Background: an optimization exercise with open tools, aiming at small area, a short achievable clock period and few clock cycles. Do not read the settings as production practice. In this exercise RTL edits were held to simulation tests only and were not proved equivalent to the original. Power figures rest on the tool's default switching activity, not on a simulated workload.

==> run F: inputs <==
// fce_hdr
module fce_hdr (
    input             clk,
    input             rst,
    input             bus_req,
    input             bus_we,
    input      [12:0] bus_addr,
    input      [1:0]  bus_size,
    input      [31:0] bus_wdata,
    output            bus_ack,
    output reg        bus_err,
    output reg [31:0] bus_rdata
);
    localparam [15:0]  RECOG_MGMT = 16'h2533;
    localparam [15:0]  RECOG_CTRL = 16'h3B04;
    localparam [15:0]  RECOG_DATA = 16'h0101;
    localparam [3:0] E_OK      = 4'd0;
    localparam [3:0] E_SHORT   = 4'd1;
    localparam [3:0] E_UNKNOWN = 4'd2;
    localparam [3:0] E_BOUNDS  = 4'd4;
    localparam [3:0] E_BADCMD  = 4'd7;
    localparam [3:0] E_REFUSED = 4'd8;
    localparam [3:0] E_NOTDATA = 4'd9;
    localparam [3:0] E_FATAL   = 4'd10;
    localparam [3:0] C_ADDR4    = 4'd1;
    localparam [3:0] C_HDR_ENUM = 4'd2;
    localparam [2:0] M_IDLE  = 3'd0;
    localparam [2:0] M_ENC   = 3'd1;    
    localparam [2:0] M_DCHK1 = 3'd2;    
    localparam [2:0] M_DCHK2 = 3'd3;    
    localparam [2:0] M_DCHK3 = 3'd5;    
    localparam [2:0] M_DFILL = 3'd4;    
    localparam [2:0] M_PF1   = 3'd6;    
    localparam [2:0] M_PF2   = 3'd7;    
    reg [3:0]  st_err;
    reg        st_fatal;
    reg [3:0]  st_fcause;
    reg [7:0]  st_last_opc;
  ...
Settings: LEC_CHECK=0, CAP_MARGIN=20, CORE_MARGIN=2, CORE_UTILIZATION=30, PLACE_DENSITY=0.4, SETUP_SLACK_MARGIN=3.5, SLEW_MARGIN=20; clock period 8.0 ns.
run.sh (not shown) runs the stock make flow with config.mk's settings and CLKGATE_MAP_FILE= SYNTH_SCRIPT=/design/flow/synth_recipe.tcl, a recipe that flattens the netlist after the stock synthesis.
==> inputs of run K, as changes to run F <==
--- a/flow/design.v
+++ b/flow/design.v
@@ -33,25 +33,35 @@
     localparam [2:0] M_PF2   = 3'd7;    
     reg [3:0]  st_err;
     reg        st_fatal;
     reg [3:0]  st_fcause;
     reg [7:0]  st_last_opc;
     reg [11:0] buf_off;
     reg [12:0] in_len;
     reg [5:0]  result_len;      
-    reg [15:0] hdr_fc;
-    reg [15:0] hdr_dur;
-    reg [47:0] hdr_a1;
-    reg [47:0] hdr_a2;
-    reg [47:0] hdr_a3;
-    reg [47:0] hdr_a4;
-    reg [15:0] hdr_seq;
-    reg [15:0] hdr_qos;
-    reg [31:0] hdr_htc;
+    reg [15:0] hs_fc;
+    reg [15:0] hs_dur;
+    reg [47:0] hs_a1;
+    reg [47:0] hs_a2;
+    reg [47:0] hs_a3;
+    reg [47:0] hs_a4;
+    reg [15:0] hs_seq;
+    reg [15:0] hs_qos;
+    reg [31:0] hs_htc;
+    reg [12:0] hz;
+    wire [15:0] hdr_fc  = hz[0]  ? hs_fc  : 16'd0;
+    wire [15:0] hdr_dur = hz[1]  ? hs_dur : 16'd0;
+    wire [47:0] hdr_a1  = {hz[3] ? hs_a1[47:32] : 16'd0, hz[2] ? hs_a1[31:0] : 32'd0};
+    wire [47:0] hdr_a2  = {hz[5] ? hs_a2[47:32] : 16'd0, hz[4] ? hs_a2[31:0] : 32'd0};
+    wire [47:0] hdr_a3  = {hz[7] ? hs_a3[47:32] : 16'd0, hz[6] ? hs_a3[31:0] : 32'd0};
+    wire [47:0] hdr_a4  = {hz[9] ? hs_a4[47:32] : 16'd0, hz[8] ? hs_a4[31:0] : 32'd0};
+    wire [15:0] hdr_seq = hz[10] ? hs_seq : 16'd0;
+    wire [15:0] hdr_qos = hz[11] ? hs_qos : 16'd0;
+    wire [31:0] hdr_htc = hz[12] ? hs_htc : 32'd0;
     reg        res_ok;
     reg        res_tods;
     reg        res_fromds;
     reg [47:0] res_s1;
     reg [47:0] res_s2;
     reg [47:0] res_s3;
     reg [47:0] res_s4;
     reg [1023:0] fbuf;          
@@ -171,32 +181,30 @@
                 4'h7, 4'hA: hdr_lastw = 4'd5;
                 4'h8:       hdr_lastw = 4'd6;
                 4'h9:       hdr_lastw = 4'd7;
                 4'hB:       hdr_lastw = h4 ? 4'd7 : 4'd6;
                 default:    hdr_lastw = h4 ? 4'd8 : 4'd7;
             endcase
         end
     endfunction
-    wire [3:0] hdr_last = hdr_lastw(ridx[3:0], mv_h4);
+    reg res_pend;    
     reg mv_stall;
     always @(*) begin
         mv_stall = 1'b0;
         if (mv_busy) begin
             if (bus_we)
                 mv_stall = 1'b1;
-            else if (is_buf)
-                mv_stall = mv_dec || (bword >= mv_ptr);
             else if (mv_chk)
-                mv_stall = is_hdr || ridx == 6'h05 || ridx == 6'h08;
-            else if (mv == M_DFILL)
-                mv_stall = is_hdr && (hdr_last >= mv_cnt);
+                mv_stall = !is_buf && (ridx == 6'h05 || ridx == 6'h08);
         end
         if (mv_pf)
-            mv_stall = is_buf || (bus_we && ridx == 6'h04 && bus_wdata[7:0] == 8'h03);
+            mv_stall = bus_we && (is_buf || (ridx == 6'h04 && bus_wdata[7:0] == 8'h03));
+        if (res_pend && bus_we)
+            mv_stall = 1'b1;
     end
     wire       is_small = !is_buf && (ridx[5:4] == 2'b00);
     wire [6:0] cur_loc  = {is_buf, ridx};
     wire       rd_pred  = bus_req && !bus_we && acc_legal && !is_small;
     reg  [6:0]  pr_loc;
     reg         pr_v;
     reg  [31:0] pr_d;
     wire        pr_hit  = pr_v && (cur_loc == pr_loc);
@@ -538,19 +546,20 @@
                 default: ;    
                 endcase
             end
         end
     end
     function stale(input [6:0] loc);
         begin
             stale = (fire && bus_we && cur_loc == loc) ||
-                    (enc_on && loc[6] && loc[4:0] == mv_ptr) ||
+                    (enc_on && loc[6] && loc[4:0] >= mv_ptr) ||
                     (!loc[6] && loc[5:4] == 2'b01 &&
-                     (hclr || (dfill && hdr_lastw(loc[3:0], mv_h4) >= mv_cnt)));
+                     (hclr || mv_chk || (dfill && hdr_lastw(loc[3:0], mv_h4) >= mv_cnt))) ||
+                    (!loc[6] && loc[5:4] == 2'b10 && res_pend);
         end
     endfunction
     wire cmd_wr = reg_wr && ridx == 6'h04;
     always @(posedge clk) begin
         if (rst) begin
             pr_v <= 1'b0;
         end else if (cmd_wr) begin
             pr_v <= 1'b0;
@@ -567,50 +576,74 @@
             pr_d   <= pr_fetch;
             pr_loc <= pr_sel;
             pr_v   <= !stale(pr_sel) && !(mv_dec && pr_sel[6]);
         end else begin
             pr_v   <= !stale(pr_loc);
         end
     end
     always @(posedge clk) begin
-        if (!rst && cmd_run && w_opc[2:0] == 3'd4 && fc_recog && fc_data) begin
+        if (rst)
+            res_pend <= 1'b0;
+        else
+            res_pend <= cmd_run && w_opc[2:0] == 3'd4 && fc_recog && fc_data;
+        if (res_pend) begin
             res_s1 <= hdr_a1;
             res_s2 <= hdr_a2;
             res_s3 <= hdr_a3;
             res_s4 <= hdr_a4;
         end
     end
     wire dchk_ok   = d_rec && !(d_h4 && len_lt30) && !(d_short);
     wire dchk_pass = ((mv == M_DCHK3) ||
                       (cmd_run && w_opc[2:0] == 3'd3 && fc_ok && !(dec_oob) &&
                        !(len_lt2))) && dchk_ok;
     wire hclr = rst || (cmd_run && w_opc[2:0] == 3'd5) || dchk_pass;
     wire dfill = (mv == M_DFILL);
-    wire [31:0] hw_s = hclr ? 32'd0 : dfill ? dec_word : bus_wdata;
-    wire [31:0] hw_w = hclr ? 32'd0 : dfill ? {dec_word[15:0], dec_word[31:16]} : bus_wdata;
+    wire [31:0] hw_s = dfill ? dec_word : bus_wdata;
+    wire [31:0] hw_w = dfill ? {dec_word[15:0], dec_word[31:16]} : bus_wdata;
     wire [31:0] hw_q = mv_h4 ? hw_w : hw_s;    
     wire [31:0] hw_h = mv_h4 ? hw_s : hw_w;    
     wire hwr = reg_wr;
     always @(posedge clk) begin
         for (i = 0; i < 2; i = i + 1) begin
-            if (hclr || (hwr && ridx == 6'h10) || wen[0 + i])  hdr_fc[i*8 +: 8]  <= hw_s[i*8 +: 8];
-            if (hclr || (hwr && ridx == 6'h11) || wen[2 + i])  hdr_dur[i*8 +: 8] <= hw_w[i*8 +: 8];
-            if (hclr || (hwr && ridx == 6'h1A) || wen[22 + i]) hdr_seq[i*8 +: 8] <= hw_w[i*8 +: 8];
-            if (hclr || (hwr && ridx == 6'h1B) || (mv_h4 ? wen[30 + i] : wen[24 + i]))
-                hdr_qos[i*8 +: 8] <= hw_q[i*8 +: 8];
+            if ((hwr && ridx == 6'h10) || wen[0 + i])  hs_fc[i*8 +: 8]  <= hw_s[i*8 +: 8];
+            if ((hwr && ridx == 6'h11) || wen[2 + i])  hs_dur[i*8 +: 8] <= hw_w[i*8 +: 8];
+            if ((hwr && ridx == 6'h1A) || wen[22 + i]) hs_seq[i*8 +: 8] <= hw_w[i*8 +: 8];
+            if ((hwr && ridx == 6'h1B) || (mv_h4 ? wen[30 + i] : wen[24 + i]))
+                hs_qos[i*8 +: 8] <= hw_q[i*8 +: 8];
         end
         for (i = 0; i < 6; i = i + 1) begin
-            if (hclr || (hwr && ridx == (i < 4 ? 6'h12 : 6'h13)) || wen[4 + i])
-                hdr_a1[i*8 +: 8] <= hw_s[(i % 4)*8 +: 8];
-            if (hclr || (hwr && ridx == (i < 4 ? 6'h14 : 6'h15)) || wen[10 + i])
-                hdr_a2[i*8 +: 8] <= hw_w[(i % 4)*8 +: 8];
-            if (hclr || (hwr && ridx == (i < 4 ? 6'h16 : 6'h17)) || wen[16 + i])
-                hdr_a3[i*8 +: 8] <= hw_s[(i % 4)*8 +: 8];
-            if (hclr || (hwr && ridx == (i < 4 ? 6'h18 : 6'h19)) || (mv_h4 && wen[24 + i]))
-                hdr_a4[i*8 +: 8] <= hw_s[(i % 4)*8 +: 8];
+            if ((hwr && ridx == (i < 4 ? 6'h12 : 6'h13)) || wen[4 + i])
+                hs_a1[i*8 +: 8] <= hw_s[(i % 4)*8 +: 8];
+            if ((hwr && ridx == (i < 4 ? 6'h14 : 6'h15)) || wen[10 + i])
+                hs_a2[i*8 +: 8] <= hw_w[(i % 4)*8 +: 8];
+            if ((hwr && ridx == (i < 4 ? 6'h16 : 6'h17)) || wen[16 + i])
+                hs_a3[i*8 +: 8] <= hw_s[(i % 4)*8 +: 8];
+            if ((hwr && ridx == (i < 4 ? 6'h18 : 6'h19)) || (mv_h4 && wen[24 + i]))
+                hs_a4[i*8 +: 8] <= hw_s[(i % 4)*8 +: 8];
         end
         for (i = 0; i < 4; i = i + 1) begin
-            if (hclr || (hwr && ridx == 6'h1C) || (mv_h4 ? wen[32 + i] : wen[26 + i]))
-                hdr_htc[i*8 +: 8] <= hw_h[i*8 +: 8];
+            if ((hwr && ridx == 6'h1C) || (mv_h4 ? wen[32 + i] : wen[26 + i]))
+                hs_htc[i*8 +: 8] <= hw_h[i*8 +: 8];
         end
     end
+    wire [12:0] hz_set;
+    assign hz_set[0]  = (hwr && ridx == 6'h10) || wen[0];
+    assign hz_set[1]  = (hwr && ridx == 6'h11) || wen[2];
+    assign hz_set[2]  = (hwr && ridx == 6'h12) || wen[4];
+    assign hz_set[3]  = (hwr && ridx == 6'h13) || wen[8];
+    assign hz_set[4]  = (hwr && ridx == 6'h14) || wen[10];
+    assign hz_set[5]  = (hwr && ridx == 6'h15) || wen[14];
+    assign hz_set[6]  = (hwr && ridx == 6'h16) || wen[16];
+    assign hz_set[7]  = (hwr && ridx == 6'h17) || wen[20];
+    assign hz_set[8]  = (hwr && ridx == 6'h18) || (mv_h4 && wen[24]);
+    assign hz_set[9]  = (hwr && ridx == 6'h19) || (mv_h4 && wen[28]);
+    assign hz_set[10] = (hwr && ridx == 6'h1A) || wen[22];
+    assign hz_set[11] = (hwr && ridx == 6'h1B) || (mv_h4 ? wen[30] : wen[24]);
+    assign hz_set[12] = (hwr && ridx == 6'h1C) || (mv_h4 ? wen[32] : wen[26]);
+    always @(posedge clk) begin
+        if (hclr)
+            hz <= 13'd0;
+        else
+            hz <= hz | hz_set;
+    end
 endmodule
- CTS_CLUSTER_SIZE: default -> 20
- SETUP_SLACK_MARGIN: 3.5 -> 2.8
==> results.txt <==
Run F produced a clean layout. Run K completed with no timing, DRC or antenna violations. In run F the global-route usage is lower than in run K, by 0.83 points. In run K the cell count is higher than in run F, by about 1.8%. Clock power: run F is lower than run K (about 2%). Between run K and run F, the lower sequential share of layout area is in run F (gap 3.6 points). In run F the flip-flop and latch count is lower than in run K, by 14. Clock skew: run F is lower than run K (31 ps). In run F the sequential power is higher than in run K, by 2.7%. Between run K and run F, the lower non-clock buffer count is in run K (gap 292). Hold slack: run K is worse than run F (9.8 ps).
Testbench counts of run F, summed over its fixed seeds: cycles 21,043.
Testbench counts of run K, summed over its fixed seeds: cycles 21,043.

[what the ideal ports hide]
The flow's constraints put no driver on any port. The routed layouts listed below were extracted and timed again, unchanged, in two steps. Step 1 (the two cells are an assumption about what drives the block):
set clk [get_ports {clk}]
set_driving_cell -lib_cell sky130_fd_sc_hd__clkbuf_16 $clk
set_driving_cell -lib_cell sky130_fd_sc_hd__buf_2 [delete_from_list [all_inputs] $clk]
Step 2 adds t to the input delays and takes it off the output delays; t is the mean of the earliest and latest rising clock arrival at the registers after step 1. Input paths then give back, and output paths get back, about the clock's delay inside the block. Three values: ideal ports, drivers, drivers and shift; two values: the first two.
| run | shift t [ns] | slack for setup (ns) | hold slack, ns | slew at the worst register clock pin (ns) |
|---|---|---|---|---|
| run F | 0.940 | 2.283 / 2.250 / 2.250 | 0.464 / 0.464 / 0.464 | 0.07 / 0.07 |
| run K | 0.934 | 2.732 / 2.732 / 2.178 | 0.454 / 0.454 / 0.454 | 0.07 / 0.07 |
After both steps setup and hold are still met in every run listed. For run K, which loses most, drivers alone change the setup slack by 0.000 ns; drivers and shift together by -0.554 ns.
